From an optimization exercise on the open Yosys and OpenROAD flow, aimed at small area; shortcuts taken in it are not production practice.
In this exercise RTL edits were held to simulation tests only and were not proved equivalent to the original.
Power is estimated from default activity; no workload was simulated.

--- flow/design.v ---
module ws_core (
    input  wire        clk,
    input  wire        rst,           
    input  wire        cmd_valid,
    input  wire [7:0]  cmd,
    output wire        cmd_ready,
    output wire [7:0]  status,
    output wire [31:0] t_out,
    output wire [31:0] h_out,
    output wire [31:0] p_out,
    output wire        bus_req,
    output wire        bus_we,
    output wire [7:0]  bus_addr,
    output wire [3:0]  bus_len,
    output wire [7:0]  bus_wdata,
    input  wire        bus_ack,
    input  wire        bus_fail,
    input  wire [63:0] bus_rdata
);
    localparam [4:0] O_IDLE = 5'd0, O_LD = 5'd1, O_ADD = 5'd2, O_SUB = 5'd3,
                     O_MUL = 5'd4, O_SRA = 5'd5, O_SRL = 5'd6, O_SHL = 5'd7,
                     O_ST = 5'd8, O_DIV = 5'd9, O_MVA = 5'd10, O_LDMB = 5'd11,
                     O_SKN = 5'd12, O_SKP = 5'd13, O_SKNZ = 5'd14, O_JMP = 5'd15,
                     O_BW = 5'd16, O_BR = 5'd17, O_BRAW = 5'd18, O_INS = 5'd19,
                     O_ENDI = 5'd20, O_ENDG = 5'd21, O_BRL = 5'd22, O_INSL = 5'd23;
    localparam [2:0] S_N = 3'd0, S_W = 3'd1, S_C = 3'd2, S_K = 3'd3,
                     S_R16 = 3'd4, S_R8 = 3'd5, S_RNL = 3'd6, S_RNH = 3'd7;
    reg  [7:0]  pc;
    reg         ph;
    reg  [4:0]  cnt;
    reg  [31:0] acc, ma, mb;
    reg         acc32;               
    reg  [31:0] w0, w1, w2, w3;      
    reg  [1:0]  wph;                 
    reg  [255:0] cr;                 
    reg  [3:0]  cph;                 
    reg         lc, rvalid, esticky;
    reg  [1:0]  err;
    wire busy = (pc != 8'd0);
    assign cmd_ready = !busy;
    assign status    = {2'b00, err, esticky, rvalid, lc, busy};
    assign t_out = w0;
    assign h_out = w1;
    assign p_out = w2;
    wire [15:0] rom_word;
    assign rom_word[0] = (pc == 8'd1) | (pc == 8'd6) | (pc == 8'd8) | (pc == 8'd9) | (pc == 8'd11) | (pc == 8'd12) | (pc == 8'd13) | (pc == 8'd16) | (pc == 8'd17) | (pc == 8'd20) | (pc == 8'd21) | (pc == 8'd22) | (pc == 8'd23) | (pc == 8'd24) | (pc == 8'd25) | (pc == 8'd31) | (pc == 8'd35) | (pc == 8'd36) | (pc == 8'd40) | (pc == 8'd42) | (pc == 8'd45) | (pc == 8'd46) | (pc == 8'd47) | (pc == 8'd51) | (pc == 8'd52) | (pc == 8'd55) | (pc == 8'd57) | (pc == 8'd58) | (pc == 8'd59) | (pc == 8'd60) | (pc == 8'd61) | (pc == 8'd62) | (pc == 8'd65) | (pc == 8'd66) | (pc == 8'd68) | (pc == 8'd73) | (pc == 8'd75) | (pc == 8'd79) | (pc == 8'd80) | (pc == 8'd81) | (pc == 8'd82) | (pc == 8'd83) | (pc == 8'd84) | (pc == 8'd85) | (pc == 8'd87) | (pc == 8'd88) | (pc == 8'd94) | (pc == 8'd96) | (pc == 8'd98) | (pc == 8'd99) | (pc == 8'd101) | (pc == 8'd102) | (pc == 8'd103) | (pc == 8'd105) | (pc == 8'd107) | (pc == 8'd108) | (pc == 8'd109) | (pc == 8'd110) | (pc == 8'd111) | (pc == 8'd113) | (pc == 8'd116) | (pc == 8'd123) | (pc == 8'd124) | (pc == 8'd126) | (pc == 8'd127) | (pc == 8'd128) | (pc == 8'd129) | (pc == 8'd130) | (pc == 8'd131) | (pc == 8'd133) | (pc == 8'd134) | (pc == 8'd136) | (pc == 8'd137) | (pc == 8'd140) | (pc == 8'd141) | (pc == 8'd147) | (pc == 8'd148) | (pc == 8'd149) | (pc == 8'd152) | (pc == 8'd153) | (pc == 8'd156) | (pc == 8'd157) | (pc == 8'd158) | (pc == 8'd159) | (pc == 8'd160) | (pc == 8'd162) | (pc == 8'd166) | (pc == 8'd167) | (pc == 8'd168) | (pc == 8'd173);
    assign rom_word[1] = (pc == 8'd3) | (pc == 8'd8) | (pc == 8'd11) | (pc == 8'd12) | (pc == 8'd18) | (pc == 8'd24) | (pc == 8'd25) | (pc == 8'd28) | (pc == 8'd31) | (pc == 8'd35) | (pc == 8'd36) | (pc == 8'd38) | (pc == 8'd39) | (pc == 8'd40) | (pc == 8'd42) | (pc == 8'd46) | (pc == 8'd47) | (pc == 8'd51) | (pc == 8'd52) | (pc == 8'd53) | (pc == 8'd55) | (pc == 8'd56) | (pc == 8'd59) | (pc == 8'd61) | (pc == 8'd66) | (pc == 8'd67) | (pc == 8'd68) | (pc == 8'd71) | (pc == 8'd72) | (pc == 8'd73) | (pc == 8'd74) | (pc == 8'd75) | (pc == 8'd78) | (pc == 8'd81) | (pc == 8'd82) | (pc == 8'd83) | (pc == 8'd84) | (pc == 8'd87) | (pc == 8'd92) | (pc == 8'd94) | (pc == 8'd95) | (pc == 8'd100) | (pc == 8'd101) | (pc == 8'd102) | (pc == 8'd103) | (pc == 8'd105) | (pc == 8'd109) | (pc == 8'd111) | (pc == 8'd112) | (pc == 8'd113) | (pc == 8'd114) | (pc == 8'd116) | (pc == 8'd118) | (pc == 8'd120) | (pc == 8'd121) | (pc == 8'd125) | (pc == 8'd126) | (pc == 8'd127) | (pc == 8'd130) | (pc == 8'd131) | (pc == 8'd137) | (pc == 8'd138) | (pc == 8'd139) | (pc == 8'd140) | (pc == 8'd141) | (pc == 8'd145) | (pc == 8'd148) | (pc == 8'd149) | (pc == 8'd151) | (pc == 8'd152) | (pc == 8'd155) | (pc == 8'd156) | (pc == 8'd157) | (pc == 8'd158) | (pc == 8'd160) | (pc == 8'd162) | (pc == 8'd163) | (pc == 8'd164) | (pc == 8'd165) | (pc == 8'd167) | (pc == 8'd170) | (pc == 8'd171) | (pc == 8'd173);
    assign rom_word[2] = (pc == 8'd1) | (pc == 8'd2) | (pc == 8'd14) | (pc == 8'd16) | (pc == 8'd18) | (pc == 8'd22) | (pc == 8'd25) | (pc == 8'd30) | (pc == 8'd31) | (pc == 8'd33) | (pc == 8'd34) | (pc == 8'd37) | (pc == 8'd38) | (pc == 8'd39) | (pc == 8'd43) | (pc == 8'd44) | (pc == 8'd45) | (pc == 8'd54) | (pc == 8'd56) | (pc == 8'd58) | (pc == 8'd61) | (pc == 8'd77) | (pc == 8'd78) | (pc == 8'd81) | (pc == 8'd84) | (pc == 8'd86) | (pc == 8'd89) | (pc == 8'd99) | (pc == 8'd104) | (pc == 8'd108) | (pc == 8'd117) | (pc == 8'd119) | (pc == 8'd120) | (pc == 8'd124) | (pc == 8'd128) | (pc == 8'd134) | (pc == 8'd140) | (pc == 8'd141) | (pc == 8'd152) | (pc == 8'd159) | (pc == 8'd160) | (pc == 8'd161) | (pc == 8'd165) | (pc == 8'd166) | (pc == 8'd168) | (pc == 8'd169) | (pc == 8'd173);
    assign rom_word[3] = (pc == 8'd7) | (pc == 8'd19) | (pc == 8'd26) | (pc == 8'd37) | (pc == 8'd39) | (pc == 8'd46) | (pc == 8'd58) | (pc == 8'd61) | (pc == 8'd66) | (pc == 8'd72) | (pc == 8'd74) | (pc == 8'd78) | (pc == 8'd81) | (pc == 8'd87) | (pc == 8'd89) | (pc == 8'd92) | (pc == 8'd94) | (pc == 8'd95) | (pc == 8'd103) | (pc == 8'd104) | (pc == 8'd109) | (pc == 8'd114) | (pc == 8'd117) | (pc == 8'd119) | (pc == 8'd128) | (pc == 8'd129) | (pc == 8'd135) | (pc == 8'd141) | (pc == 8'd152) | (pc == 8'd153) | (pc == 8'd159) | (pc == 8'd160) | (pc == 8'd161) | (pc == 8'd165) | (pc == 8'd166) | (pc == 8'd168) | (pc == 8'd174) | (pc == 8'd175);
    assign rom_word[4] = (pc == 8'd1) | (pc == 8'd2) | (pc == 8'd3) | (pc == 8'd30) | (pc == 8'd31) | (pc == 8'd34) | (pc == 8'd43) | (pc == 8'd44) | (pc == 8'd55) | (pc == 8'd85) | (pc == 8'd115) | (pc == 8'd138) | (pc == 8'd140) | (pc == 8'd152);
    assign rom_word[5] = (pc == 8'd1) | (pc == 8'd2) | (pc == 8'd3) | (pc == 8'd6) | (pc == 8'd9) | (pc == 8'd11) | (pc == 8'd14) | (pc == 8'd16) | (pc == 8'd18) | (pc == 8'd22) | (pc == 8'd25) | (pc == 8'd30) | (pc == 8'd31) | (pc == 8'd51) | (pc == 8'd53) | (pc == 8'd65) | (pc == 8'd85);
    assign rom_word[6] = (pc == 8'd1) | (pc == 8'd2) | (pc == 8'd3) | (pc == 8'd9) | (pc == 8'd11) | (pc == 8'd14) | (pc == 8'd16) | (pc == 8'd18) | (pc == 8'd22) | (pc == 8'd25) | (pc == 8'd30) | (pc == 8'd31) | (pc == 8'd51) | (pc == 8'd55) | (pc == 8'd71);
    assign rom_word[7] = (pc == 8'd1) | (pc == 8'd2) | (pc == 8'd3) | (pc == 8'd6) | (pc == 8'd9) | (pc == 8'd11) | (pc == 8'd14) | (pc == 8'd16) | (pc == 8'd18) | (pc == 8'd22) | (pc == 8'd25) | (pc == 8'd30) | (pc == 8'd31);
    assign rom_word[8] = (pc == 8'd6) | (pc == 8'd11) | (pc == 8'd12) | (pc == 8'd14) | (pc == 8'd18) | (pc == 8'd20) | (pc == 8'd22) | (pc == 8'd23) | (pc == 8'd25) | (pc == 8'd27) | (pc == 8'd32) | (pc == 8'd36) | (pc == 8'd41) | (pc == 8'd47) | (pc == 8'd49) | (pc == 8'd50) | (pc == 8'd57) | (pc == 8'd58) | (pc == 8'd59) | (pc == 8'd60) | (pc == 8'd63) | (pc == 8'd64) | (pc == 8'd67) | (pc == 8'd69) | (pc == 8'd70) | (pc == 8'd73) | (pc == 8'd75) | (pc == 8'd77) | (pc == 8'd79) | (pc == 8'd83) | (pc == 8'd87) | (pc == 8'd88) | (pc == 8'd92) | (pc == 8'd94) | (pc == 8'd95) | (pc == 8'd97) | (pc == 8'd99) | (pc == 8'd102) | (pc == 8'd106) | (pc == 8'd108) | (pc == 8'd111) | (pc == 8'd116) | (pc == 8'd118) | (pc == 8'd119) | (pc == 8'd120) | (pc == 8'd122) | (pc == 8'd124) | (pc == 8'd127) | (pc == 8'd132) | (pc == 8'd134) | (pc == 8'd137) | (pc == 8'd139) | (pc == 8'd145) | (pc == 8'd149) | (pc == 8'd151) | (pc == 8'd153) | (pc == 8'd158) | (pc == 8'd163) | (pc == 8'd167) | (pc == 8'd170) | (pc == 8'd172) | (pc == 8'd173) | (pc == 8'd174);
    assign rom_word[9] = (pc == 8'd16) | (pc == 8'd22) | (pc == 8'd34) | (pc == 8'd38) | (pc == 8'd43) | (pc == 8'd44) | (pc == 8'd45) | (pc == 8'd50) | (pc == 8'd51) | (pc == 8'd53) | (pc == 8'd55) | (pc == 8'd58) | (pc == 8'd60) | (pc == 8'd64) | (pc == 8'd65) | (pc == 8'd67) | (pc == 8'd70) | (pc == 8'd71) | (pc == 8'd75) | (pc == 8'd76) | (pc == 8'd77) | (pc == 8'd85) | (pc == 8'd87) | (pc == 8'd92) | (pc == 8'd94) | (pc == 8'd95) | (pc == 8'd99) | (pc == 8'd104) | (pc == 8'd108) | (pc == 8'd109) | (pc == 8'd114) | (pc == 8'd119) | (pc == 8'd120) | (pc == 8'd124) | (pc == 8'd129) | (pc == 8'd134) | (pc == 8'd135) | (pc == 8'd139) | (pc == 8'd140) | (pc == 8'd153) | (pc == 8'd160) | (pc == 8'd165) | (pc == 8'd168) | (pc == 8'd173) | (pc == 8'd174);
    assign rom_word[10] = (pc == 8'd6) | (pc == 8'd9) | (pc == 8'd11) | (pc == 8'd14) | (pc == 8'd16) | (pc == 8'd18) | (pc == 8'd22) | (pc == 8'd25);
    assign rom_word[11] = (pc == 8'd5) | (pc == 8'd6) | (pc == 8'd7) | (pc == 8'd9) | (pc == 8'd10) | (pc == 8'd11) | (pc == 8'd13) | (pc == 8'd14) | (pc == 8'd16) | (pc == 8'd18) | (pc == 8'd19) | (pc == 8'd22) | (pc == 8'd24) | (pc == 8'd25) | (pc == 8'd26) | (pc == 8'd28) | (pc == 8'd32) | (pc == 8'd33) | (pc == 8'd34) | (pc == 8'd37) | (pc == 8'd39) | (pc == 8'd41) | (pc == 8'd42) | (pc == 8'd43) | (pc == 8'd44) | (pc == 8'd46) | (pc == 8'd49) | (pc == 8'd50) | (pc == 8'd53) | (pc == 8'd54) | (pc == 8'd56) | (pc == 8'd57) | (pc == 8'd59) | (pc == 8'd61) | (pc == 8'd63) | (pc == 8'd64) | (pc == 8'd66) | (pc == 8'd69) | (pc == 8'd70) | (pc == 8'd72) | (pc == 8'd74) | (pc == 8'd78) | (pc == 8'd81) | (pc == 8'd84) | (pc == 8'd86) | (pc == 8'd89) | (pc == 8'd90) | (pc == 8'd91) | (pc == 8'd92) | (pc == 8'd94) | (pc == 8'd97) | (pc == 8'd98) | (pc == 8'd99) | (pc == 8'd100) | (pc == 8'd103) | (pc == 8'd106) | (pc == 8'd107) | (pc == 8'd108) | (pc == 8'd110) | (pc == 8'd112) | (pc == 8'd114) | (pc == 8'd115) | (pc == 8'd117) | (pc == 8'd119) | (pc == 8'd122) | (pc == 8'd123) | (pc == 8'd124) | (pc == 8'd125) | (pc == 8'd128) | (pc == 8'd130) | (pc == 8'd132) | (pc == 8'd133) | (pc == 8'd134) | (pc == 8'd136) | (pc == 8'd138) | (pc == 8'd141) | (pc == 8'd143) | (pc == 8'd145) | (pc == 8'd147) | (pc == 8'd149) | (pc == 8'd150) | (pc == 8'd151) | (pc == 8'd161) | (pc == 8'd163) | (pc == 8'd166) | (pc == 8'd169) | (pc == 8'd172) | (pc == 8'd175) | (pc == 8'd177);
    assign rom_word[12] = (pc == 8'd4) | (pc == 8'd5) | (pc == 8'd7) | (pc == 8'd10) | (pc == 8'd12) | (pc == 8'd13) | (pc == 8'd19) | (pc == 8'd20) | (pc == 8'd23) | (pc == 8'd24) | (pc == 8'd26) | (pc == 8'd27) | (pc == 8'd28) | (pc == 8'd31) | (pc == 8'd34) | (pc == 8'd43) | (pc == 8'd44) | (pc == 8'd47) | (pc == 8'd50) | (pc == 8'd54) | (pc == 8'd55) | (pc == 8'd56) | (pc == 8'd57) | (pc == 8'd59) | (pc == 8'd60) | (pc == 8'd64) | (pc == 8'd67) | (pc == 8'd70) | (pc == 8'd75) | (pc == 8'd77) | (pc == 8'd88) | (pc == 8'd92) | (pc == 8'd95) | (pc == 8'd99) | (pc == 8'd108) | (pc == 8'd110) | (pc == 8'd111) | (pc == 8'd115) | (pc == 8'd116) | (pc == 8'd118) | (pc == 8'd119) | (pc == 8'd124) | (pc == 8'd134) | (pc == 8'd137) | (pc == 8'd139) | (pc == 8'd142) | (pc == 8'd143) | (pc == 8'd144) | (pc == 8'd147) | (pc == 8'd149) | (pc == 8'd152) | (pc == 8'd153) | (pc == 8'd156) | (pc == 8'd159) | (pc == 8'd164) | (pc == 8'd167) | (pc == 8'd168) | (pc == 8'd170) | (pc == 8'd174);
    assign rom_word[13] = (pc == 8'd4) | (pc == 8'd5) | (pc == 8'd7) | (pc == 8'd19) | (pc == 8'd26) | (pc == 8'd29) | (pc == 8'd33) | (pc == 8'd36) | (pc == 8'd37) | (pc == 8'd38) | (pc == 8'd39) | (pc == 8'd42) | (pc == 8'd45) | (pc == 8'd46) | (pc == 8'd51) | (pc == 8'd54) | (pc == 8'd56) | (pc == 8'd58) | (pc == 8'd61) | (pc == 8'd65) | (pc == 8'd66) | (pc == 8'd71) | (pc == 8'd72) | (pc == 8'd73) | (pc == 8'd74) | (pc == 8'd76) | (pc == 8'd78) | (pc == 8'd79) | (pc == 8'd81) | (pc == 8'd83) | (pc == 8'd84) | (pc == 8'd85) | (pc == 8'd86) | (pc == 8'd87) | (pc == 8'd89) | (pc == 8'd90) | (pc == 8'd93) | (pc == 8'd98) | (pc == 8'd100) | (pc == 8'd102) | (pc == 8'd103) | (pc == 8'd104) | (pc == 8'd107) | (pc == 8'd109) | (pc == 8'd110) | (pc == 8'd112) | (pc == 8'd115) | (pc == 8'd117) | (pc == 8'd120) | (pc == 8'd123) | (pc == 8'd125) | (pc == 8'd127) | (pc == 8'd128) | (pc == 8'd129) | (pc == 8'd130) | (pc == 8'd133) | (pc == 8'd135) | (pc == 8'd136) | (pc == 8'd138) | (pc == 8'd140) | (pc == 8'd141) | (pc == 8'd142) | (pc == 8'd143) | (pc == 8'd146) | (pc == 8'd147) | (pc == 8'd152) | (pc == 8'd154) | (pc == 8'd156) | (pc == 8'd158) | (pc == 8'd159) | (pc == 8'd160) | (pc == 8'd161) | (pc == 8'd164) | (pc == 8'd165) | (pc == 8'd166) | (pc == 8'd169) | (pc == 8'd173) | (pc == 8'd175) | (pc == 8'd177);
    assign rom_word[14] = (pc == 8'd8) | (pc == 8'd15) | (pc == 8'd17) | (pc == 8'd21) | (pc == 8'd35) | (pc == 8'd40) | (pc == 8'd48) | (pc == 8'd52) | (pc == 8'd62) | (pc == 8'd68) | (pc == 8'd80) | (pc == 8'd82) | (pc == 8'd90) | (pc == 8'd93) | (pc == 8'd96) | (pc == 8'd101) | (pc == 8'd105) | (pc == 8'd113) | (pc == 8'd121) | (pc == 8'd126) | (pc == 8'd131) | (pc == 8'd142) | (pc == 8'd143) | (pc == 8'd144) | (pc == 8'd146) | (pc == 8'd148) | (pc == 8'd149) | (pc == 8'd150) | (pc == 8'd155) | (pc == 8'd157) | (pc == 8'd162) | (pc == 8'd171) | (pc == 8'd176);
    assign rom_word[15] = (pc == 8'd1) | (pc == 8'd2) | (pc == 8'd3) | (pc == 8'd4) | (pc == 8'd5) | (pc == 8'd6) | (pc == 8'd9) | (pc == 8'd10) | (pc == 8'd11) | (pc == 8'd13) | (pc == 8'd14) | (pc == 8'd16) | (pc == 8'd18) | (pc == 8'd22) | (pc == 8'd24) | (pc == 8'd25) | (pc == 8'd28) | (pc == 8'd29) | (pc == 8'd30) | (pc == 8'd31) | (pc == 8'd177);
    wire [4:0] op;
    wire [2:0] sk;
    wire [7:0] arg;
    assign {op, sk, arg} = rom_word;
    wire is_brl = (op == O_BRL);
    assign bus_req   = (op == O_BW) || (op == O_BR) || ((op == O_BRAW) && w0ph) || is_brl;
    assign bus_we    = (op == O_BW);
    assign bus_addr  = is_brl ? {3'b100, cnt[3:0], 1'b0} : arg;
    assign bus_len   = (op == O_BRAW) ? 4'd8 : (is_brl || sk == S_R16) ? 4'd2 : 4'd1;
    wire a00 = (arg[1:0] == 2'b00);
    assign bus_wdata = {2'b00, a00, arg[1:0] == 2'b01, 1'b0, a00, 1'b0,
                        arg[1:0] == 2'b10 || (a00 && lc)};
    wire [15:0] cw = cr[255:240];
    wire        step = ph && ((op == O_MUL) || (op == O_DIV));
    reg  [31:0] xk, xc, x;
    always @(*) begin
        case (arg[3:0])
            4'd0: xk = 32'd76800;
            4'd1: xk = 32'd16384;
            4'd2: xk = 32'd32768;
            4'd3: xk = 32'd2097152;
            4'd4: xk = 32'd8192;
            4'd5: xk = 32'd64000;
            4'd6: xk = 32'd4294964171;
            4'd7: xk = 32'd5;
            4'd8: xk = 32'd128;
            4'd9: xk = 32'd1;
            4'd10: xk = 32'd102401;
            4'd11: xk = 32'd4294967295;
            4'd12: xk = 32'd1048576;
            4'd13: xk = 32'd4294950912;
            default: xk = 32'd0;
        endcase
        case (arg[6:4])
            3'd0: xc = {{16{cw[15]}}, cw};
            3'd1: xc = {16'd0, cw};
            3'd2: xc = {24'd0, cw[7:0]};
            3'd3: xc = {24'd0, cw[15:8]};
            3'd4: xc = {{24{cw[15]}}, cw[15:8]};
            3'd5: xc = {28'd0, cw[3:0]};
            default: xc = {20'd0, cw[15:4]};
        endcase
        if (step)
            x = (op == O_DIV || mb[31]) ? ma : 32'd0;
        else if (is_brl)
            x = {16'd0, bus_rdata[15:0]};
        else case (sk)
            S_W:   x = w0;
            S_C:   x = xc;
            S_K:   x = xk;
            S_R16: x = {16'd0, bus_rdata[15:0]};
            S_R8:  x = {24'd0, bus_rdata[7:0]};
            S_RNL: x = {28'd0, bus_rdata[3:0]};
            S_RNH: x = {24'd0, bus_rdata[7:4], 4'd0};
            default: x = 32'd0;
        endcase
    end
    wire slot_ok  = (cph == arg[3:0]);
    wire wslot_ok = (wph == arg[1:0]);
    wire ready    = (sk == S_C) ? slot_ok : (sk == S_W) ? wslot_ok : 1'b1;
    wire at_end   = (op == O_ENDI) || (op == O_ENDG) || (op == O_BRAW);
    wire w0ph     = (wph == 2'd0);
    wire        is_div = (op == O_DIV);
    wire        shl_a  = step || (op == O_SHL);
    wire        shr_a  = (op == O_SRA) || (op == O_SRL);
    wire        zero_a = (op == O_LD) || (op == O_BR) || is_brl || (is_div && !ph);
    wire        inv    = (op == O_SUB) || (step && is_div && !acc32);
    wire [31:0] a_in   = zero_a ? 32'd0 :
                         shl_a  ? {acc[30:0], is_div & mb[31]} :
                         shr_a  ? {(op == O_SRA) & acc[31], acc[31:1]} : acc;
    wire [32:0] sum    = {1'b0, a_in} + {1'b0, x ^ {32{inv}}} + {32'd0, inv};
    wire        rsign  = acc[31] ^ inv ^ sum[32];      
    wire st_now = (op == O_ST) && wslot_ok;
    wire rot    = busy && !(at_end && w0ph);
    always @(posedge clk) begin
        if (rst)
            wph <= 2'd0;
        else if (rot)
            wph <= wph + 2'd1;
        if (rot) begin
            w0 <= w1;
            w1 <= w2;
            w2 <= w3;
            w3 <= st_now ? acc : w0;
        end else if (op == O_BRAW && bus_req && bus_ack) begin
            w0 <= {12'd0, bus_rdata[31:24], bus_rdata[39:32], bus_rdata[47:44]};
            w1 <= {16'd0, bus_rdata[55:48], bus_rdata[63:56]};
            w2 <= {12'd0, bus_rdata[7:0], bus_rdata[15:8], bus_rdata[23:20]};
        end
    end
    wire ins_slot = (op == O_INSL) ? (cph == cnt[3:0]) : slot_ok;
    wire ins_now  = busy && ins_slot && (op == O_INS || op == O_INSL);
    always @(posedge clk) begin
        cr  <= {cr[239:0], ins_now ? acc[15:0] : cw};
        cph <= rst ? 4'd0 : cph + 4'd1;
    end
    wire        last = (cnt == 5'd0);
    always @(posedge clk) begin
        if (rst) begin
            pc      <= 8'd0;
            ph      <= 1'b0;
            lc      <= 1'b0;
            rvalid  <= 1'b0;
            esticky <= 1'b0;
            err     <= 2'd0;
        end else if (!busy) begin
            ph  <= 1'b0;
            cnt <= 5'd4;
            if (cmd_valid) begin
                if (cmd == 8'h01 && !lc) begin
                    pc <= 8'd1;
                end else if (cmd == 8'h02 && lc) begin
                    pc     <= 8'd30;
                    rvalid <= 1'b0;
                end else if (cmd == 8'h01 || cmd == 8'h02) begin
                    err     <= 2'd2;
                    esticky <= 1'b1;
                end else begin
                    err     <= 2'd1;
                    esticky <= 1'b1;
                end
            end
        end else begin
            case (op)
                O_LD, O_ADD, O_SUB: if (ready) begin
                    acc <= sum[31:0];
                    pc  <= pc + 8'd1;
                end
                O_MUL, O_DIV, O_SRA, O_SRL, O_SHL: begin
                    if (!ph) begin
                        if (ready) begin
                            if (op == O_MUL) begin
                                ma <= acc;
                                if (sk != S_N) mb <= x;
                            end
                            if (is_div) begin
                                acc   <= sum[31:0];      
                                acc32 <= 1'b0;
                            end
                            cnt <= (op == O_MUL || is_div) ? 5'd31 : arg[4:0] - 5'd1;
                            ph  <= 1'b1;
                        end
                    end else begin
                        acc <= sum[31:0];
                        if (step) mb <= {mb[30:0], !rsign};
                        acc32 <= rsign;
                        cnt <= cnt - 5'd1;
                        if (last) begin
                            ph <= 1'b0;
                            pc <= pc + 8'd1;
                        end
                    end
                end
                O_ST: if (wslot_ok) pc <= pc + 8'd1;
                O_MVA:  begin ma <= acc; pc <= pc + 8'd1; end
                O_LDMB: if (ready) begin mb <= x; pc <= pc + 8'd1; end
                O_SKN:  pc <= pc + (acc[31] ? 8'd2 : 8'd1);
                O_SKP:  pc <= pc + (acc[31] ? 8'd1 : 8'd2);
                O_SKNZ: pc <= pc + ((acc != 32'd0) ? 8'd2 : 8'd1);
                O_JMP:  pc <= 8'd171;
                O_INS:  if (slot_ok) pc <= pc + 8'd1;
                O_INSL: if (ins_slot) begin
                    cnt <= cnt + 5'd1;
                    pc  <= (cnt[3:0] == 4'd15) ? pc + 8'd1 : pc - 8'd1;
                end
                O_BW, O_BR, O_BRAW, O_BRL: if (bus_req && bus_ack) begin
                    if (bus_fail) begin
                        err     <= 2'd3;
                        esticky <= 1'b1;
                        pc      <= 8'd0;
                    end else begin
                        if (op == O_BR || is_brl) acc <= sum[31:0];
                        pc <= pc + 8'd1;
                    end
                end
                O_ENDI: if (w0ph) begin
                    lc  <= 1'b1;
                    err <= 2'd0;
                    pc  <= 8'd0;
                end
                O_ENDG: if (w0ph) begin
                    rvalid <= 1'b1;
                    err    <= 2'd0;
                    pc     <= 8'd0;
                end
                default: pc <= 8'd0;
            endcase
        end
    end
endmodule
--- flow/constraint.sdc ---
create_clock -name core_clock -period 60.0 [get_ports {clk}]
set_input_delay 12.0000 -clock core_clock [delete_from_list [all_inputs] [get_ports {clk}]]
set_output_delay 12.0000 -clock core_clock [all_outputs]
set_load 0.01 [all_outputs]
--- flow/flow/better.script ---
strash
&get -n
&deepsyn -T 40
&put
&get -n
&dch -f
&nf -R 1000
&put
--- flow/flow/run.sh ---
#!/bin/bash
# Own layout flow: the standard flow, with
#  - the combinational logic of the synthesis mapped again by ABC with an
#    area-oriented script (flow/better.script) and without the full-adder
#    extraction; the registers are those of the standard synthesis (the flow
#    checks their names and cell types and falls back to the standard
#    netlist if they differ);
#  - smaller port buffers and a clock tree of smaller buffers.
# Every tool's output goes to a log file of its own in this folder.
set -uo pipefail
W=$(pwd)
RES=$W/orfs/results/${FLOW_PLATFORM}/ws_core/base
LOGS=$W/logs_own
mkdir -p $LOGS

# 1. standard synthesis
bash standard.sh synth > $LOGS/1_standard_synth.log 2>&1 || exit 1

# 2. the same synthesis with another ABC script, in a work folder of its own
sed "s|log_cmd abc {\*}\$abc_args|log_cmd abc {*}[lreplace \$abc_args 1 1 $W/flow/better.script]|" \
    $FLOW_HOME/scripts/synth.tcl > $W/flow_synth_orfs.tcl
sed "s|source \$::env(SCRIPTS_DIR)/synth.tcl|source $W/flow_synth_orfs.tcl|" \
    $W/synth_recipe.tcl > $W/flow_synth.tcl
SYN=$W/orfs_own
make -C $FLOW_HOME DESIGN_CONFIG=$W/config.mk WORK_HOME=$SYN CLKGATE_MAP_FILE= \
    SYNTH_SCRIPT=$W/flow_synth.tcl ADDER_MAP_FILE= \
    $SYN/results/${FLOW_PLATFORM}/ws_core/base/1_2_yosys.v > $LOGS/2_own_synth.log 2>&1
OWN=$SYN/results/${FLOW_PLATFORM}/ws_core/base/1_2_yosys.v

# 3. keep it only if its registers are the standard synthesis's
regs() { python3 $W/flow/regs.py "$1"; }
if [[ -s $OWN ]] && regs $RES/1_2_yosys.v > $LOGS/regs_std.txt && regs $OWN > $LOGS/regs_own.txt \
   && cmp -s $LOGS/regs_std.txt $LOGS/regs_own.txt; then
    echo "own synthesis kept" > $LOGS/3_choice.log
    cp $OWN $RES/1_2_yosys.v
    rm -f $RES/1_synth.odb $RES/1_synth.sdc
else
    echo "standard synthesis kept" > $LOGS/3_choice.log
fi

# 4. the rest of the standard flow
bash standard.sh \
    "BUFFER_PORTS_ARGS=-buffer_cell sky130_fd_sc_hd__buf_1" \
    "CTS_ARGS=-sink_clustering_enable -repair_clock_nets -buf_list sky130_fd_sc_hd__clkbuf_8 -dont_use_dummy_load -sink_clustering_size 16 -sink_clustering_max_diameter 50" \
    finish > $LOGS/4_standard_finish.log 2>&1 || exit 1
--- flow/standard.sh ---
#!/bin/bash
# synth_recipe.tcl (not shown) runs the flow's synth.tcl, then flattens the netlist and writes it again
# the make line also repeats each setting of config.mk as NAME=value (left out here)
make -C /OpenROAD-flow-scripts/flow DESIGN_CONFIG=/design/flow/config.mk WORK_HOME=/design/flow/orfs CLKGATE_MAP_FILE= SYNTH_SCRIPT=/design/flow/synth_recipe.tcl "${@:-finish}"
--- flow/flow/regs.py ---
#!/usr/bin/env python3
"""List the flip-flop instances of a mapped netlist: cell type (without drive) and name."""
import re, sys
txt = open(sys.argv[1]).read()
regs = []
for m in re.finditer(r'^\s*(sky130_fd_sc_hd__\w+)\s+(\S+)\s*\(', txt, re.M):
    cell, name = m.groups()
    if re.match(r'sky130_fd_sc_hd__(s?e?df|dl|sdl)', cell):
        regs.append(re.sub(r'_\d+$', '', cell) + ' ' + name)
if not regs:
    sys.exit(1)
print('\n'.join(sorted(regs)))
--- flow/config.mk ---
export PLATFORM = sky130hd
export DESIGN_NAME = ws_core
export DESIGN_NICKNAME = ws_core
export VERILOG_FILES = /design/flow/design.v
export SDC_FILE = /design/flow/constraint.sdc
export NUM_CORES = 4
export LEC_CHECK = 0
export ABC_AREA = 1
export CAP_MARGIN = 20
export CORE_MARGIN = 2
export CORE_UTILIZATION = 25
export PLACE_DENSITY = 0.4
export SLEW_MARGIN = 20
export SYNTH_MEMORY_MAX_BITS = 65536
==> results of run 1 <==
==> critical path: cells and delay by family <==
kind | cells | cell delay, ns
adder cells (fa/ha/maj) | 8 | 3.22
AND/OR/NAND/NOR | 10 | 1.22
buffers and inverters | 1 | 0.13
multiplexers | 2 | 0.40
AO/OA/AOI/OAI | 25 | 4.80
==> worst min path at each step <==
stage,startpoint,endpoint,slack (ns),cells past startpoint
floorplan,cr[84],cr[100],0.31,0
global placement,cr[195],cr[211],0.31,0
detailed placement,cr[111],cr[127],0.31,0
CTS,cr[201],cr[217],0.27,0
global route,cr[201],cr[217],0.27,0
finish,cr[201],cr[217],0.27,0
==> per-layer routing <==
metal	wire (um)	track usage [%]
met1	34800	24.6
met2	36400	30.3
met3	3580	2.39
met4	2100	5.51
met5	27	0
==> final cells by class <==
| cell class | instances | area share [%] |
|---|---|---|
| diodes | 2 | 0.0215 |
| clock buffers | 59 | 3.49 |
| inverters | 15 | 0.242 |
| multi-input cells | 1184 | 32.3 |
| flip-flops and latches | 506 | 53.4 |
| well taps | 1050 | 5.64 |
| repair buffers | 247 | 4.93 |
==> report_power, final <==
part | internal, uW | switching (uW) | leakage [uW] | total [uW]
sequential | 359 | 1.14 | 0.00432 | 360
combinational | 3.00 | 4.09 | 0.00335 | 7.09
clock | 86.4 | 113 | 0.000424 | 199
total | 449 | 118 | 0.00809 | 567
==> flip-flops by register name (all words and copies together), names as in the netlist, 4 cells and up <==
register  count
cnt           5
pc            8
w0           32
w1           32
mb           32
cr          256
cph           4
ma           32
w2           32
w3           32
acc          32
==> metrics by stage <==
stage / std cells / setup slack [ns] / hold WS (ns) / utilization, % / cell area [um^2]
floorplan: 1718 / 39.39 / 0.310 / - / 20000
global placement: 3002 / 38.04 / 0.310 / 28.4 / 22500
detailed placement: 3002 / 38.04 / 0.312 / 28.4 / 22500
CTS: 3061 / 38.63 / 0.272 / 29.4 / 23300
global route: 3063 / 37.83 / 0.267 / 29.4 / 23300
finish: 3063 / 38.55 / 0.274 / 29.4 / 23300
==> flow_summary.html, run 1 <==
<table>
<tr><th>Metric</th><th>Value</th></tr>
<tr><th colspan="2">Outcome</th></tr>
<tr><td>Outcome</td><td>no timing/DRC/antenna violations</td></tr>
<tr><th colspan="2">Finish</th></tr>
<tr><td>Layout cells sized above 1</td><td>6.46%</td></tr>
<tr><td>Area of the multi-input gates</td><td>~7500 um^2</td></tr>
<tr><td>Synthesis-to-layout area growth</td><td>16.4%</td></tr>
<tr><td>Filler instances</td><td>8,305</td></tr>
<tr><td>Most common cell after layout, fill and taps aside</td><td>sky130_fd_sc_hd__dfxtp_1</td></tr>
<tr><td>NumNets Final</td><td>2,090</td></tr>
<tr><td>Register Area</td><td>between 10,000 and 15,000 um^2</td></tr>
<tr><td>Highest-count cells in the layout ignoring fill and taps</td><td>sky130_fd_sc_hd__dfxtp_1, sky130_fd_sc_hd__edfxtp_1, sky130_fd_sc_hd__nor2_1</td></tr>
<tr><th colspan="2">Global routing</th></tr>
<tr><td>Number of global-route vias before repair</td><td>15,092</td></tr>
<tr><td>Global-route wire length before repair</td><td>~110 mm</td></tr>
<tr><td>Remaining global-route overflow</td><td>0</td></tr>
<tr><td>Initial antenna violation count</td><td>3</td></tr>
<tr><td>Aggregate global-route resource usage</td><td>roughly 18%</td></tr>
<tr><td>Pin count of the biggest net entering global routing</td><td>62</td></tr>
<tr><th colspan="2">Critical path</th></tr>
<tr><td>End of the worst register-to-register path</td><td>mb[0]</td></tr>
<tr><td>Slowest Stage Delay on Critical Path</td><td>around 0.41 ns</td></tr>
<tr><td>Nature of the critical path startpoint</td><td>input port</td></tr>
<tr><td>First element of the critical path</td><td>bus_rdata[0]</td></tr>
<tr><td>Most used cell along the critical path</td><td>sky130_fd_sc_hd__o21a_1</td></tr>
<tr><td>Maximum fanout along the worst path</td><td>3</td></tr>
<tr><td>R2R depth</td><td>between 50 and 60</td></tr>
<tr><td>Slowest stage cell, crit path</td><td>sky130_fd_sc_hd__maj3_1</td></tr>
<tr><td>Crit path required time</td><td>approximately 60 ns</td></tr>
<tr><td>R2R setup slack</td><td>roughly 45 ns</td></tr>
<tr><td>Worst setup path endpoint</td><td>mb[0]</td></tr>
<tr><td>Worst EP arrival</td><td>approximately 22 ns</td></tr>
<tr><td>Capturing element type of the critical path</td><td>flip-flop</td></tr>
<tr><td>Kind of critical path</td><td>in -&gt; reg</td></tr>
<tr><td>Critical register-to-register path startpoint</td><td>pc[7]</td></tr>
<tr><th colspan="2">Clock tree</th></tr>
<tr><td>Num Clock Sinks</td><td>just over 500</td></tr>
<tr><td>Post-cts sizing count</td><td>0</td></tr>
<tr><td>Buffers from clock root to sink, at most</td><td>3</td></tr>
<tr><td>Clock-pin slew reported for the worst setup and hold paths after clock tree synthesis</td><td>about 0.09 ns</td></tr>
<tr><td>CTS tree</td><td>done</td></tr>
<tr><td>Number of buffers created by CTS</td><td>59</td></tr>
<tr><td>Number of post-CTS setup repair buffers</td><td>0</td></tr>
<tr><td>Clock latency on the worst-skew pair</td><td>about 0.7 ns</td></tr>
<tr><td>Clock Root Buffer</td><td>sky130_fd_sc_hd__clkbuf_8</td></tr>
<tr><td>Hold-fix buffers at CTS</td><td>0</td></tr>
<tr><td>H-tree levels</td><td>2</td></tr>
<tr><th colspan="2">Routing</th></tr>
<tr><td>Detailed-route vias per instance</td><td>between 4 and 5</td></tr>
<tr><td>Number of detailed-route iterations in the first pass</td><td>8</td></tr>
<tr><td>Total routed wirelength</td><td>~77 mm</td></tr>
<tr><td>Per-cell routed wire length</td><td>roughly 25 um</td></tr>
<tr><td>Number of DRC markers after the initial detailed-route iteration</td><td>~1,200</td></tr>
<tr><td>DRC violations left</td><td>0</td></tr>
<tr><td>Antenna-violating nets left</td><td>0</td></tr>
<tr><td>Via count</td><td>between 15,000 and 20,000</td></tr>
<tr><th colspan="2">Min path</th></tr>
<tr><td>Path type of the worst min-delay path</td><td>reg -&gt; reg</td></tr>
<tr><th colspan="2">Timing</th></tr>
<tr><td>Fin crit share</td><td>a little over a third</td></tr>
<tr><td>Fin. Hold Viols</td><td>0</td></tr>
<tr><td>F_max</td><td>around 47 MHz</td></tr>
<tr><td>Number of slew-limit violations in the final report</td><td>0</td></tr>
<tr><td>Final Critical Period</td><td>roughly 21 ns</td></tr>
<tr><td>Setup repair after global routing missed its margin</td><td>false</td></tr>
<tr><td>Skew final</td><td>0.0685 ns</td></tr>
<tr><td>Total negative slack</td><td>0 ns</td></tr>
<tr><td>Slew at the pin closest to its max-slew limit</td><td>approximately 1 ns</td></tr>
<tr><td>Endpoints failing setup</td><td>0</td></tr>
<tr><td>Relative slew margins</td><td>between 30% and 40%</td></tr>
<tr><th colspan="2">Floorplan</th></tr>
<tr><td>Effective utilization at floorplan</td><td>25.3%</td></tr>
<tr><td>Num rows</td><td>approximately 100</td></tr>
<tr><td>Area of the core</td><td>around 79,000 um^2</td></tr>
<tr><td>Die outline height</td><td>roughly 290 um</td></tr>
<tr><td>Chip width</td><td>approximately 290 um</td></tr>
<tr><td>Count of pins on the block boundary</td><td>slightly above 200</td></tr>
<tr><td>Die Footprint</td><td>approximately 82,000 um^2</td></tr>
<tr><th colspan="2">Power and ir drop</th></tr>
<tr><td>Peak supply drop</td><td>approximately 16 uV</td></tr>
<tr><td>Overall power consumption</td><td>567 uW</td></tr>
<tr><td>Static leakage</td><td>~0.008 uW</td></tr>
<tr><td>Power density cells</td><td>~24 nW/um^2</td></tr>
<tr><th colspan="2">Synthesis</th></tr>
<tr><td>Post-Synthesis Cell Area</td><td>20,000 um^2</td></tr>
<tr><td>Mean post-synth cell area</td><td>approximately 12 um^2</td></tr>
<tr><td>Number of warnings printed during yosys synthesis</td><td>1</td></tr>
<tr><td>Post-Synthesis Cells</td><td>~1,700</td></tr>
<tr><th colspan="2">Job</th></tr>
<tr><td># Max-Cap Violations</td><td>0</td></tr>
<tr><th colspan="2">Placed design</th></tr>
<tr><td>Routability congestion estimate from global placement</td><td>just over 0.9</td></tr>
<tr><td>Port Buffer Count</td><td>around 190</td></tr>
<tr><td>Placed wire-length estimate</td><td>approximately 56 mm</td></tr>
</table>
==> run 2, diff against run 1 <==
--- a/flow/flow/run.sh
+++ b/flow/flow/run.sh
@@ -43,3 +43,3 @@
     "BUFFER_PORTS_ARGS=-buffer_cell sky130_fd_sc_hd__buf_1" \
-    "CTS_ARGS=-sink_clustering_enable -repair_clock_nets -buf_list sky130_fd_sc_hd__clkbuf_8 -dont_use_dummy_load -sink_clustering_size 16 -sink_clustering_max_diameter 50" \
+    "CTS_ARGS=-sink_clustering_enable -repair_clock_nets -buf_list sky130_fd_sc_hd__clkbuf_16 -dont_use_dummy_load -sink_clustering_size 30 -sink_clustering_max_diameter 80" \
     finish > $LOGS/4_standard_finish.log 2>&1 || exit 1
==> flow_summary.html, run 2 <==
<table>
<tr><th>Metric</th><th>Value</th></tr>
<tr><th colspan="2">Floorplan</th></tr>
<tr><td>Num rows</td><td>103 (unchanged)</td></tr>
<tr><td>Effective utilization at floorplan</td><td>25.3% (unchanged)</td></tr>
<tr><td>Count of pins on the block boundary</td><td>204 (unchanged)</td></tr>
<tr><td>Die outline height</td><td>287 um (unchanged)</td></tr>
<tr><td>Chip width</td><td>287 um (unchanged)</td></tr>
<tr><td>Die Footprint</td><td>82,300 um^2 (unchanged)</td></tr>
<tr><td>Area of the core</td><td>79,100 um^2 (unchanged)</td></tr>
<tr><th colspan="2">Synthesis</th></tr>
<tr><td>Mean post-synth cell area</td><td>11.7 um^2 (unchanged)</td></tr>
<tr><td>Number of warnings printed during yosys synthesis</td><td>1 (unchanged)</td></tr>
<tr><td>Post-Synthesis Cell Area</td><td>20,000 um^2 (unchanged)</td></tr>
<tr><td>Post-Synthesis Cells</td><td>1,712 (unchanged)</td></tr>
<tr><th colspan="2">Placed design</th></tr>
<tr><td>Routability congestion estimate from global placement</td><td>0.912 (unchanged)</td></tr>
<tr><td>Placed wire-length estimate</td><td>55.7 mm (unchanged)</td></tr>
<tr><td>Total placed instance area</td><td>22,500 um^2 (unchanged)</td></tr>
<tr><td>Pre-CTS WS</td><td>38.04 ns (unchanged)</td></tr>
<tr><td>Port Buffer Count</td><td>188 (unchanged)</td></tr>
<tr><td>Placed insts</td><td>3,002 (unchanged)</td></tr>
<tr><th colspan="2">Finish</th></tr>
<tr><td>Synthesis-to-layout area growth</td><td>16.1%</td></tr>
<tr><td>Register with the most flip-flops</td><td>cr</td></tr>
<tr><td>Highest-count cells in the layout ignoring fill and taps</td><td>sky130_fd_sc_hd__dfxtp_1, sky130_fd_sc_hd__edfxtp_1, sky130_fd_sc_hd__nor2_1</td></tr>
<tr><td>Area of the multi-input gates</td><td>7520 um^2 (unchanged)</td></tr>
<tr><td>Layout cells sized above 1</td><td>5.10% (-1.4 points)</td></tr>
<tr><td>NumNets Final</td><td>2,061 (-1.4%)</td></tr>
<tr><td>Flip-flop count of the largest register, all copies and words added</td><td>256 (unchanged)</td></tr>
<tr><td>Filler instances</td><td>8,280 (-0.30%)</td></tr>
<tr><td>Register Area</td><td>12,400 um^2 (unchanged)</td></tr>
<tr><td>Cell Count, Final, Fillers Out</td><td>3,033 (-0.98%)</td></tr>
<tr><td>Post-Layout Inst Area</td><td>23,200 um^2 (-0.27%)</td></tr>
<tr><td>Most common cell after layout, fill and taps aside</td><td>sky130_fd_sc_hd__dfxtp_1</td></tr>
<tr><th colspan="2">Global routing</th></tr>
<tr><td>Initial antenna violation count</td><td>3 (unchanged)</td></tr>
<tr><td>Global-route wire length before repair</td><td>109 mm (-0.73%)</td></tr>
<tr><td>Aggregate global-route resource usage</td><td>18.0% (-0.23 points)</td></tr>
<tr><td>Number of global-route vias before repair</td><td>14,882 (-1.4%)</td></tr>
<tr><td>Pin count of the biggest net entering global routing</td><td>62 (unchanged)</td></tr>
<tr><td>Remaining global-route overflow</td><td>0 (unchanged)</td></tr>
<tr><th colspan="2">Power and ir drop</th></tr>
<tr><td>Static leakage</td><td>0.00804 uW (-0.67%)</td></tr>
<tr><td>Peak supply drop</td><td>20.0 uV (+23%)</td></tr>
<tr><td>Power density cells</td><td>24.3 nW/um^2 (-0.23%)</td></tr>
<tr><th colspan="2">Clock tree</th></tr>
<tr><td>H-tree levels</td><td>1 (-1)</td></tr>
<tr><td>Clock latency on the worst-skew pair</td><td>0.62 ns (-0.07 ns)</td></tr>
<tr><td>Number of post-CTS setup repair buffers</td><td>0 (unchanged)</td></tr>
<tr><td>CTS tree</td><td>done</td></tr>
<tr><td>Clock-pin slew reported for the worst setup and hold paths after clock tree synthesis</td><td>0.10 ns (about the same)</td></tr>
<tr><td>Number of buffers created by CTS</td><td>30 (-49%)</td></tr>
<tr><td>Num Clock Sinks</td><td>506 (unchanged)</td></tr>
<tr><td>Post-cts sizing count</td><td>0 (unchanged)</td></tr>
<tr><td>Clock Root Buffer</td><td>sky130_fd_sc_hd__clkbuf_16</td></tr>
<tr><td>Buffers from clock root to sink, at most</td><td>3 (unchanged)</td></tr>
<tr><td>Hold-fix buffers at CTS</td><td>0 (unchanged)</td></tr>
<tr><th colspan="2">Routing</th></tr>
<tr><td>Total routed wirelength</td><td>76.3 mm (-0.91%)</td></tr>
<tr><td>Per-cell routed wire length</td><td>25.2 um (about the same)</td></tr>
<tr><td>Via count</td><td>15,136 (-1.1%)</td></tr>
<tr><td>Detailed-route vias per instance</td><td>4.99 (-0.17%)</td></tr>
<tr><td>DRC violations left</td><td>0 (unchanged)</td></tr>
<tr><td>Number of DRC markers after the initial detailed-route iteration</td><td>1,236 (-0.88%)</td></tr>
<tr><td>Antenna-violating nets left</td><td>0 (unchanged)</td></tr>
<tr><td>Number of detailed-route iterations in the first pass</td><td>6 (-2)</td></tr>
<tr><th colspan="2">Critical path</th></tr>
<tr><td>R2R setup slack</td><td>44.91 ns (+0.11 ns)</td></tr>
<tr><td>R2R depth</td><td>57 (unchanged)</td></tr>
<tr><td>First element of the critical path</td><td>bus_rdata[0]</td></tr>
<tr><td>Worst setup path endpoint</td><td>mb[0]</td></tr>
<tr><td>Slowest Stage Delay on Critical Path</td><td>0.41 ns (about the same)</td></tr>
<tr><td>Slowest stage cell, crit path</td><td>sky130_fd_sc_hd__maj3_1</td></tr>
<tr><td>Kind of critical path</td><td>in -&gt; reg</td></tr>
<tr><td>Nature of the critical path startpoint</td><td>input port</td></tr>
<tr><td>Worst EP arrival</td><td>21.78 ns (-0.05 ns)</td></tr>
<tr><td>Capturing element type of the critical path</td><td>flip-flop</td></tr>
<tr><td>Family of cells with the greatest summed delay on the critical path</td><td>compound AO/OA/AOI/OAI gates</td></tr>
<tr><td>Critical register-to-register path startpoint</td><td>pc[7]</td></tr>
<tr><td>End of the worst register-to-register path</td><td>mb[0]</td></tr>
<tr><td>Crit path required time</td><td>60.34 ns (-0.03 ns)</td></tr>
<tr><td>Depth of the critical timing path with buffers and inverters included</td><td>46 (unchanged)</td></tr>
<tr><td>Buf/Inv on CP</td><td>1 (unchanged)</td></tr>
<tr><td>Maximum fanout along the worst path</td><td>3 (unchanged)</td></tr>
<tr><td>Most used cell along the critical path</td><td>sky130_fd_sc_hd__o21a_1</td></tr>
<tr><th colspan="2">Outcome</th></tr>
<tr><td>Outcome</td><td>no timing/DRC/antenna violations</td></tr>
<tr><th colspan="2">Timing</th></tr>
<tr><td>Slew at the pin closest to its max-slew limit</td><td>1.04 ns (+0.00876 ns)</td></tr>
<tr><td>Setup repair after global routing missed its margin</td><td>false</td></tr>
<tr><td>Total negative slack</td><td>0 ns (unchanged)</td></tr>
<tr><td>Final worst setup slack</td><td>38.56 ns (+0.00740 ns)</td></tr>
<tr><td>Final Critical Period</td><td>21.44 ns (-0.00740 ns)</td></tr>
<tr><td>Fin crit share</td><td>35.7% (about the same)</td></tr>
<tr><td>Skew final</td><td>0.0569 ns (-0.0116 ns)</td></tr>
<tr><td>Number of slew-limit violations in the final report</td><td>0 (unchanged)</td></tr>
<tr><td>Fin. Hold Viols</td><td>0 (unchanged)</td></tr>
<tr><td>Endpoints failing setup</td><td>0 (unchanged)</td></tr>
<tr><td>F_max</td><td>46.6 MHz (about the same)</td></tr>
<tr><td>Relative slew margins</td><td>30.1% (-0.69 points)</td></tr>
<tr><th colspan="2">Job</th></tr>
<tr><td># Max-Cap Violations</td><td>0 (unchanged)</td></tr>
<tr><th colspan="2">Min path</th></tr>
<tr><td>Path type of the worst min-delay path</td><td>reg -&gt; reg</td></tr>
</table>
## run 2: how the worst min path moves through the flow
stage,startpoint,to,cells past startpoint
detailed placement,cr[111],cr[127],0
finish,cr[71],cr[87],0
floorplan,cr[84],cr[100],0
global placement,cr[195],cr[211],0
global route,cr[64],cr[80],0
CTS,cr[64],cr[80],0
## run 2: power breakdown
| group | leakage (uW) | internal (uW) | total (uW) | switching [uW] |
|---|---|---|---|---|
| clock | 0.000370 | 88.1 | 197 | 108 |
| combinational | 0.00335 | 3.00 | 7.08 | 4.08 |
| sequential | 0.00432 | 359 | 360 | 1.13 |
| total | 0.00804 | 450 | 564 | 114 |
## run 2: final cells by class
type / instances / area share, %
Sequential cell: 506 / 53.5
Multi-Input combinational cell: 1184 / 32.4
Tap cell: 1050 / 5.66
Timing Repair Buffer: 247 / 4.95
Clock buffer: 30 / 3.23
Inverter: 15 / 0.242
Antenna cell: 1 / 0.0108
## run 2: through the flow
stage                     total power [uW]  hold WS (ns)  util, %
final                                  564         0.272     29.4
after global routing                   584         0.273     29.3
after CTS                              573         0.270     29.3
after detailed placement               375         0.312     28.4
after global placement                 375         0.310     28.4
after floorplan                        371         0.310        -
## run 2: layer usage
layer,global-route usage [%],part of all wire (%),up-vias
met1,24.5,45,7653
met5,0,0.033,-
met4,4.48,2.4,4
met2,30.3,48,465
li1,-,-,6921
met3,2.16,4.6,93

## static timing again, ports no longer ideal
No port has a modelled driver above. Below, the same layouts with a new extraction and two added sets of constraints.
Step 1 (the two cells are an assumption about what drives the block):
set clk [get_ports {clk}]
set_driving_cell -lib_cell sky130_fd_sc_hd__clkbuf_16 $clk
set_driving_cell -lib_cell sky130_fd_sc_hd__buf_2 [delete_from_list [all_inputs] $clk]
Step 2 moves the port delays by t, midway between the first and last clock arrival at a register: inputs arrive t later, outputs are due t later. That takes back most of the time a late clock gives input paths.
Slacks: ideal ports / drivers / drivers and shift; pairs: ideal ports / drivers.
| run | t, ns | setup WS [ns] | latest minus earliest clock arrival (ns) | worst data-port slew with drivers (ns) |
|---|---|---|---|---|
| run 1 | 0.710 | 38.548 / 38.583 / 37.873 | 0.073 / 0.072 | 0.08 |
| run 2 | 0.649 | 38.555 / 38.596 / 37.947 | 0.067 / 0.067 | 0.08 |
After both steps setup and hold are still met in every run listed. The setup slack of run 1, which loses most, moves by +0.035 ns with the drivers and by -0.675 ns with both steps.
